What follows belongs to an exercise in optimizing a design on an open flow for a short achievable clock period and few clock cycles; a production flow would make more cautious choices.
The RTL was checked by simulation tests, not by an equivalence proof against the original design.
No activity file was given, so power comes from the tool's default toggle rates.

==> v20 <==
==> flow/design.v (excerpt) <==
module wblsm_core (
    input  wire        clk,
    input  wire        rst,
    input  wire [31:0] prog_len,
    output wire [31:0] prog_addr,
    input  wire [31:0] prog_data,
    output wire [1:0]  status,
    output wire [2:0]  cause,
    output wire [31:0] result,
    output wire [4:0]  depth
);
export LEC_CHECK = 0
export ABC_CLOCK_PERIOD_IN_PS = 3000
export CAP_MARGIN = 20
export CORE_MARGIN = 2
export CORE_UTILIZATION = 45
export PLACE_DENSITY = 0.65
export SLEW_MARGIN = 20
export SYNTH_HIERARCHICAL = 1
create_clock -name core_clock -period 12.0 [get_ports {clk}]
standard.sh (not shown) runs the stock make flow with config.mk's settings and CLKGATE_MAP_FILE= SYNTH_SCRIPT=/design/flow/synth_recipe.tcl, a recipe that flattens the netlist after the stock synthesis.
==> flow/flow/run.sh <==
#!/bin/bash
# Standard synthesis, then the standard layout with timing repair aimed
# below the design's period (a larger setup margin).
set -euo pipefail
bash standard.sh synth > synth.log 2>&1
bash standard.sh SETUP_SLACK_MARGIN=8.5 finish > layout.log 2>&1
==> v17: changes against v20 <==
--- a/flow/design.v
+++ b/flow/design.v
@@ -33,15 +33,15 @@
     localparam O_MUL   = 12;
     localparam O_DIV   = 13;
     localparam O_MOD   = 14;
     reg [31:0] pa;               
     reg [31:0] pa_o;             
     reg [31:0] da;               
     reg        dv;               
-    reg [31:0] plen_q;
+    reg        d_end;            
     reg [31:0] ea;               
     reg        ev;               
     reg        eend;             
     reg [14:0] eop;              
     reg        epre;             
     reg [1:0]  status_q;
     reg [2:0]  cause_q;
@@ -57,14 +57,15 @@
     reg [4:0]  fb_top;           
     reg [31:0] fr_top;
     reg [34:0] fa_b;             
     reg [223:0] fa_r;            
     reg [511:0] mem;             
     reg        pend;             
     reg        pfix;             
+    reg        pfix2;            
     reg        nred;             
     reg [31:0] Nc;
     reg        tc;               
     reg [31:0] m_r0, m_r1, m_r2, m_r3, m_r4, m_r5;
     reg        dbusy;
     reg [4:0]  dcnt;
     reg [31:0] dq;               
@@ -73,15 +74,14 @@
     reg [33:0] db3;
     reg        dmod;
     assign prog_addr = pa_o;
     assign status    = status_q;
     assign cause     = cause_q;
     assign result    = res_q;
     assign depth     = dep_q;
-    wire        d_end  = (da >= plen_q);
     wire run  = (status_q == ST_RUN);
     reg  has1, has2, full;           
     reg  has_frm, ffull;             
     reg  trunc, trunc2;              
     wire [31:0] rd3  = sh[31:0];
     wire [31:0] rd4  = sh[63:32];
     wire        dup_ok  = (T[31:4] == 28'd0) && (T[3:0] != 4'd15);
@@ -164,21 +164,16 @@
         if (!d_m3[34])      begin d_nr = d_m3[31:0]; d_qd = 2'd3; end
         else if (!d_m2[34]) begin d_nr = d_m2[31:0]; d_qd = 2'd2; end
         else if (!d_m1[34]) begin d_nr = d_m1[31:0]; d_qd = 2'd1; end
         else                begin d_nr = d_x[31:0];  d_qd = 2'd0; end
     end
     wire is_push = eop[O_LC0] | eop[O_LC1];
     wire [31:0] push_c = {31'd0, eop[O_LC1]};
-    wire rd_N    = (eop[O_WRITE] && has2) || is_push || (eop[O_DUP] && has1) ||
-                   (eop[O_ADD] && has2 && !tc) ||
-                   ((eop[O_POP] || eop[O_JUMP] || eop[O_CALL]) && has1) ||
-                   (eop[O_RET] && has_frm && trunc) ||
-                   ((eop[O_SUB] || eop[O_MUL] || eop[O_DIV] || eop[O_MOD]) && has2);
-    wire nres    = nred && !pend && !pfix && !dbusy && rd_N;
-    wire e_run   = !pend && !pfix && !dbusy && !nres;
+    wire nres    = nred && !(eop[O_ADD] && has2 && tc);
+    wire e_run   = !pend && !pfix && !pfix2 && !dbusy && !nres;
     wire m_push  = pend && is_push && !full;         
     wire m_fix   = pend && !m_push;                  
     wire d_done  = dbusy && (dcnt == 5'd16);
     wire f_load  = e_run && eop[O_LOAD] && has1;
     wire f_write = e_run && eop[O_WRITE] && has2;
     wire f_push  = (e_run && is_push) || m_push;
     wire f_dup   = e_run && eop[O_DUP] && has1;
@@ -190,34 +185,34 @@
     wire f_sub   = e_run && eop[O_SUB] && has2;
     wire f_mul   = e_run && eop[O_MUL] && has2;
     wire f_div   = e_run && (eop[O_DIV] || eop[O_MOD]) && has2;
     wire t_zero  = (T == 32'd0);
     wire [32:0] add3_w   = {N, 1'b1} + {Nc, T[0]};   
     wire [31:0] add3_val = add3_w[32:1];
     wire [31:0] nres_val = N + Nc;
-    wire [31:0] pfix_val = dq + dr;
+    wire [31:0] pfix_val = dq + dr;                  
     wire f_add2  = f_add && !nred;
     wire f_add3  = f_add && nred;
     wire x_load  = f_load && load_bad;
     wire x_write = f_write && write_bad;
     wire x_push  = f_push && full;
     wire x_call  = f_call && ffull;
     wire x_div   = f_div && t_zero;
     wire sT_c    = f_push && !full;
     wire sT_ld   = f_load && !load_bad;
     wire sT_r3   = f_write && !write_bad;
     wire sT_N    = f_pop || (f_call && !ffull) || (f_ret && trunc);
     wire sT_div  = d_done;
     wire sT_hold = !(sT_c || sT_ld || sT_r3 || f_dup || sT_N || f_add || f_sub ||
-                     pfix || sT_div);
+                     pfix2 || sT_div);
     wire [31:0] T_n = ({32{sT_hold}} & T)       | ({32{sT_c}}   & push_c)  |
                       ({32{sT_ld}}   & load_val) | ({32{sT_r3}}  & rd3)     |
                       ({32{f_dup}}   & dup_val)  | ({32{sT_N}}   & N)       |
                       ({32{f_add2}}  & add_val)  | ({32{f_add3}} & add3_val) |
-                      ({32{f_sub}}   & sub_val)  | ({32{pfix}}   & pfix_val) |
+                      ({32{f_sub}}   & sub_val)  | ({32{pfix2}}  & dq) |
                       ({32{sT_div}}  & (dmod ? dr : dq));
     wire sN_r3   = f_pop || f_call || (f_ret && trunc) || f_add || f_sub || f_mul || d_done;
     wire sN_T    = e_run && is_push;
     wire sN_hold = !(m_push || nres || sN_T || f_write || sN_r3);
     wire [31:0] N_n = ({32{sN_hold}} & N)   | ({32{m_push}} & b6) |
                       ({32{nres}}    & nres_val) |
                       ({32{sN_T}}    & T)   | ({32{f_write}} & rd4)    |
@@ -240,55 +235,74 @@
                       (x_load || x_write || x_push || x_call || x_div) ? ST_FAULT :
                       (e_run && eop[O_PANIC]) ? ST_PANIC : ST_RUN;
     wire [2:0] ca_n = (x_load || x_write) ? C_MEM_RANGE : x_push ? C_STACK_OVF :
                       x_call ? C_FRAME_OVF : x_div ? C_DIV_ZERO : C_NONE;
     wire xfer   = f_jump || call_w || ret_w;
     wire t_eq   = (T == ea);
     wire r_eq   = (fr_top == ea);
-    wire x_eq   = ret_w ? r_eq : t_eq;
-    wire stall  = ((m_fix || pfix) && ev) || nres || div_step || f_div ||
+    wire x_eq   = eop[O_RET] ? r_eq : t_eq;         
+    wire stall  = ((m_fix || pfix || pfix2 || nres) && ev) || div_step || f_div ||
                   (f_ret && trunc2);
     wire redir  = e_run && !epre && xfer;
     wire x_kill = epre && xfer && x_eq;
-    wire [31:0] tgt = x_eq ? ea1 : f_ret ? fr_top : T;
+    wire [31:0] tgt_j = t_eq ? ea1 : T;
+    wire [31:0] tgt_r = r_eq ? ea1 : fr_top;
+    wire [31:0] tgt = eop[O_RET] ? tgt_r : tgt_j;
     wire [3:0]  fp_n   = call_w ? fp + 4'd1 : ret_w ? fp - 4'd1 : fp;
     wire        x_ok   = dv && !d_end && e_run && !epre && !eend;
     wire        e_none = (eop == 15'd0);
-    wire        jc_ok  = x_ok && ((eop[O_ADD] && has2 && !nred) ||
-                                  (is_push && !full) || (e_none && has1));
+    wire        jc_add = x_ok && eop[O_ADD] && has2 && !nred;    
+    wire        jc_psh = x_ok && is_push && !full;               
+    wire        jc_non = x_ok && e_none && has1;                 
     wire        rt_ok  = x_ok && has_frm &&
                          !(eop[O_JUMP] || eop[O_CALL] || eop[O_RET] ||
                            eop[O_DIV] || eop[O_MOD]);
     wire [31:0] fr_top_n = call_w ? ea1 : ret_w ? fr_next : fr_top;
     wire [4:0]  fb_top_n = call_w ? sp - 5'd1 : ret_w ? fb_next : fb_top;
-    wire [31:0] jc_tgt = eop[O_ADD] ? add_val : is_push ? push_c : T;
+    function [4:0] spf;          
+        input [5:0] v;           
+        input [5:0] b;           
+        begin
+            spf = {v != 6'd0, v >= 6'd2, v == 6'd16, v > b, v > b + 6'd1};
+        end
+    endfunction
+    wire [5:0] spx = {1'b0, sp};
+    wire [5:0] fbx = {1'b0, fb_top};
+    wire [5:0] fnx = {1'b0, fb_next};
+    wire [4:0] sp_flags = call_w  ? spf(spx - 6'd1, spx - 6'd1) :
+                          ret_w   ? (trunc ? spf(spx - 6'd1, fnx) : spf(spx, fnx)) :
+                          sp_inc  ? spf(spx + 6'd1, fbx) :
+                          sp_dec  ? spf(spx - 6'd1, fbx) :
+                          sp_dec2 ? spf(spx - 6'd2, fbx) : spf(spx, fbx);
     wire [31:0] pa_base = redir ? tgt : stall ? ea1 : pa + 32'd1;
+    wire [31:0] pa_add  = Nm + Tm;   
     wire        ld_go  = !redir && !stall && dv && !d_end;
     wire        hold   = stall && !redir;
     wire [31:0] pa_nx;
     wire [14:0] eop_nx;
     wire        d_xfer;
     wblsm_fetch_sel u_fsel (
-        .prog_data(prog_data), .jc_ok(jc_ok), .rt_ok(rt_ok),
-        .jc_tgt(jc_tgt), .rt_tgt(fr_top), .pa_base(pa_base),
+        .prog_data(prog_data), .jc_add(jc_add), .jc_psh(jc_psh), .jc_non(jc_non),
+        .rt_ok(rt_ok), .add_val(pa_add), .push_c(push_c), .T(Tm),
+        .rt_tgt(fr_top), .pa_base(pa_base),
         .ld_go(ld_go), .hold(hold), .eop(eop),
         .pa_nx(pa_nx), .eop_nx(eop_nx), .d_xfer(d_xfer));
     always @(posedge clk)
         if (rst) pa_o <= 32'd0;
         else     pa_o <= pa_nx;
     always @(posedge clk) begin
         res_q <= run ? T_n : T;
         dep_q <= run ? sp_n : sp;
     end
-    wire end_now = (st_n == ST_RUN) && !stall && !redir && !pend_n && !m_fix &&
+    wire end_now = (st_n == ST_RUN) && !stall && !redir && !pend_n && !m_fix && !pfix &&
                    dv && d_end;
     wire [1:0] status_n = end_now ? ST_END : st_n;
     integer k;
     always @(posedge clk) begin
-        plen_q <= prog_len;
+        d_end  <= (pa >= prog_len);      
         m_r0 <= a3[0]; m_r1 <= a3[1]; m_r2 <= a3[2];
         m_r3 <= a3[3]; m_r4 <= a3[4]; m_r5 <= a3[5];
         if (rst) begin
             Tl <= 6'h3F;
             Tm <= 32'hFFFF_FFFF;
             Nm <= 32'hFFFF_FFFF;
         end else begin
@@ -313,14 +327,15 @@
             T        <= 32'd0;
             N        <= 32'd0;
             fp       <= 4'd0;
             mem      <= 512'd0;
             sh       <= 448'd0;
             pend     <= 1'b0;
             pfix     <= 1'b0;
+            pfix2    <= 1'b0;
             has1     <= 1'b0;
             has2     <= 1'b0;
             full     <= 1'b0;
             has_frm  <= 1'b0;
             ffull    <= 1'b0;
             trunc    <= 1'b0;
             trunc2   <= 1'b0;
@@ -339,22 +354,19 @@
         end else if (run) begin
             status_q <= status_n;
             cause_q  <= ca_n;
             sp   <= sp_n;
             T    <= T_n;
             N    <= N_n;
             pend <= pend_n;
-            has1    <= (sp_n != 5'd0);
-            has2    <= (sp_n >= 5'd2);
-            full    <= (sp_n == 5'd16);
+            {has1, has2, full, trunc, trunc2} <= sp_flags;
             has_frm <= (fp_n != 4'd0);
             ffull   <= (fp_n == 4'd8);
-            trunc   <= ({1'b0, sp_n} > {1'b0, fb_top_n});
-            trunc2  <= ({1'b0, sp_n} > {1'b0, fb_top_n} + 6'd1);
             pfix <= m_fix;
+            pfix2 <= pfix;
             tc   <= m_push || (tc && sT_hold);
             if (m_push) begin
                 Nc   <= b7;
                 nred <= 1'b1;
             end else if (nres || f_add3) begin
                 nred <= 1'b0;
             end
@@ -389,14 +401,16 @@
                 dr    <= 32'd0;
                 db1   <= T;
                 db3   <= {2'b0, T} + {1'b0, T, 1'b0};
                 dmod  <= eop[O_MOD];
             end else if (m_fix) begin
                 dq   <= b6;
                 dr   <= b7;
+            end else if (pfix) begin
+                dq   <= pfix_val;
             end else if (div_step) begin
                 dr   <= d_nr;
                 dq   <= {dq[29:0], d_qd};
                 dcnt <= dcnt + 5'd1;
             end else if (div_done) begin
                 dbusy <= 1'b0;
             end
@@ -414,28 +428,37 @@
                 ea   <= da;
             end
         end
     end
 endmodule
 module wblsm_fetch_sel (
     input  wire [31:0] prog_data,
-    input  wire        jc_ok,        
+    input  wire        jc_add,       
+    input  wire        jc_psh,       
+    input  wire        jc_non,
     input  wire        rt_ok,        
-    input  wire [31:0] jc_tgt,
+    input  wire [31:0] add_val,
+    input  wire [31:0] push_c,
+    input  wire [31:0] T,
     input  wire [31:0] rt_tgt,
     input  wire [31:0] pa_base,      
     input  wire        ld_go,        
     input  wire        hold,         
     input  wire [14:0] eop,
     output wire [31:0] pa_nx,
     output wire [14:0] eop_nx,
     output wire        d_xfer
 );
     wire        d_hi0 = (prog_data[31:5] == 27'd0);
     wire [14:0] d_op  = d_hi0 ? (15'd1 << prog_data[4:0]) : 15'd0;
-    wire        d_jcx = d_hi0 && (prog_data[4:1] == 4'b0011) && jc_ok;    
+    wire        d_jc  = d_hi0 && (prog_data[4:1] == 4'b0011);             
+    wire        d_jca = d_jc && jc_add;
+    wire        d_jcp = d_jc && jc_psh;
+    wire        d_jcn = d_jc && jc_non;
+    wire        d_jcx = d_jca || d_jcp || d_jcn;
     wire        d_rtx = d_hi0 && (prog_data[4:0] == 5'd8) && rt_ok;       
     assign d_xfer = d_jcx || d_rtx;
-    assign pa_nx  = ({32{d_jcx}} & jc_tgt) | ({32{d_rtx}} & rt_tgt) |
+    assign pa_nx  = ({32{d_jca}} & add_val) | ({32{d_jcp}} & push_c) |
+                    ({32{d_jcn}} & T) | ({32{d_rtx}} & rt_tgt) |
                     ({32{!d_xfer}} & pa_base);
     assign eop_nx = (d_op & {15{ld_go}}) | (eop & {15{hold}});
 endmodule
Settings changed: CORE_UTILIZATION 45 to 52, CTS_CLUSTER_DIAMETER set to 200, CTS_CLUSTER_SIZE set to 16, PLACE_DENSITY 0.65 to 0.72.
==> comparison <==
- Between v20 and v17, the lower first-iteration DRC count is in v20 (gap 9.5%, measured against v17).
- Synthesized cell count: v17 is larger than v20 (1.9%).
- In v17 the via count is larger than in v20, by 0.97%.
- Of v17 and v20, v17 has the higher core utilization (gap 5.6 points).
- Of v20 and v17, v20 has the higher clock power (gap 51%, measured against v17).
- Of v20 and v17, v17 has the higher register-to-register slack (gap 0.22 ns).
- Flip-flop and latch count: v20 is higher than v17 (30).
- Design area: v17 is lower than v20 (3.5%).
Testbench counts of v20, summed over its fixed seeds: cycles 579,335.
Testbench counts of v17, summed over its fixed seeds: cycles 579,690.

-- afterwards: timing with drivers on the ports --
Ports are ideal in the flow. The routed layouts listed here were re-timed in OpenROAD.
Step 1 (the two cells are an assumption about what drives the block):
set clk [get_ports {clk}]
set_driving_cell -lib_cell sky130_fd_sc_hd__clkbuf_16 $clk
set_driving_cell -lib_cell sky130_fd_sc_hd__buf_2 [delete_from_list [all_inputs] $clk]
Step 2 times the ports against the registers' clock, not the clock port: input delays grow and output delays shrink by t, the midpoint of the rising clock arrivals with the driver on.
Slacks: ideal / step 1 / step 2; pairs: ideal / step 1.
run	t (ns)	setup slack, ns	clock arrival spread, ns	cell pins on the clock port's net
v20	1.039	7.951 / 7.951 / 7.214	0.110 / 0.111	1
v17	0.994	8.052 / 7.949 / 7.267	0.097 / 0.097	1
After both steps setup and hold are still met in every run listed. For v17, which loses most, drivers alone change the setup slack by -0.103 ns; drivers and shift together by -0.785 ns.
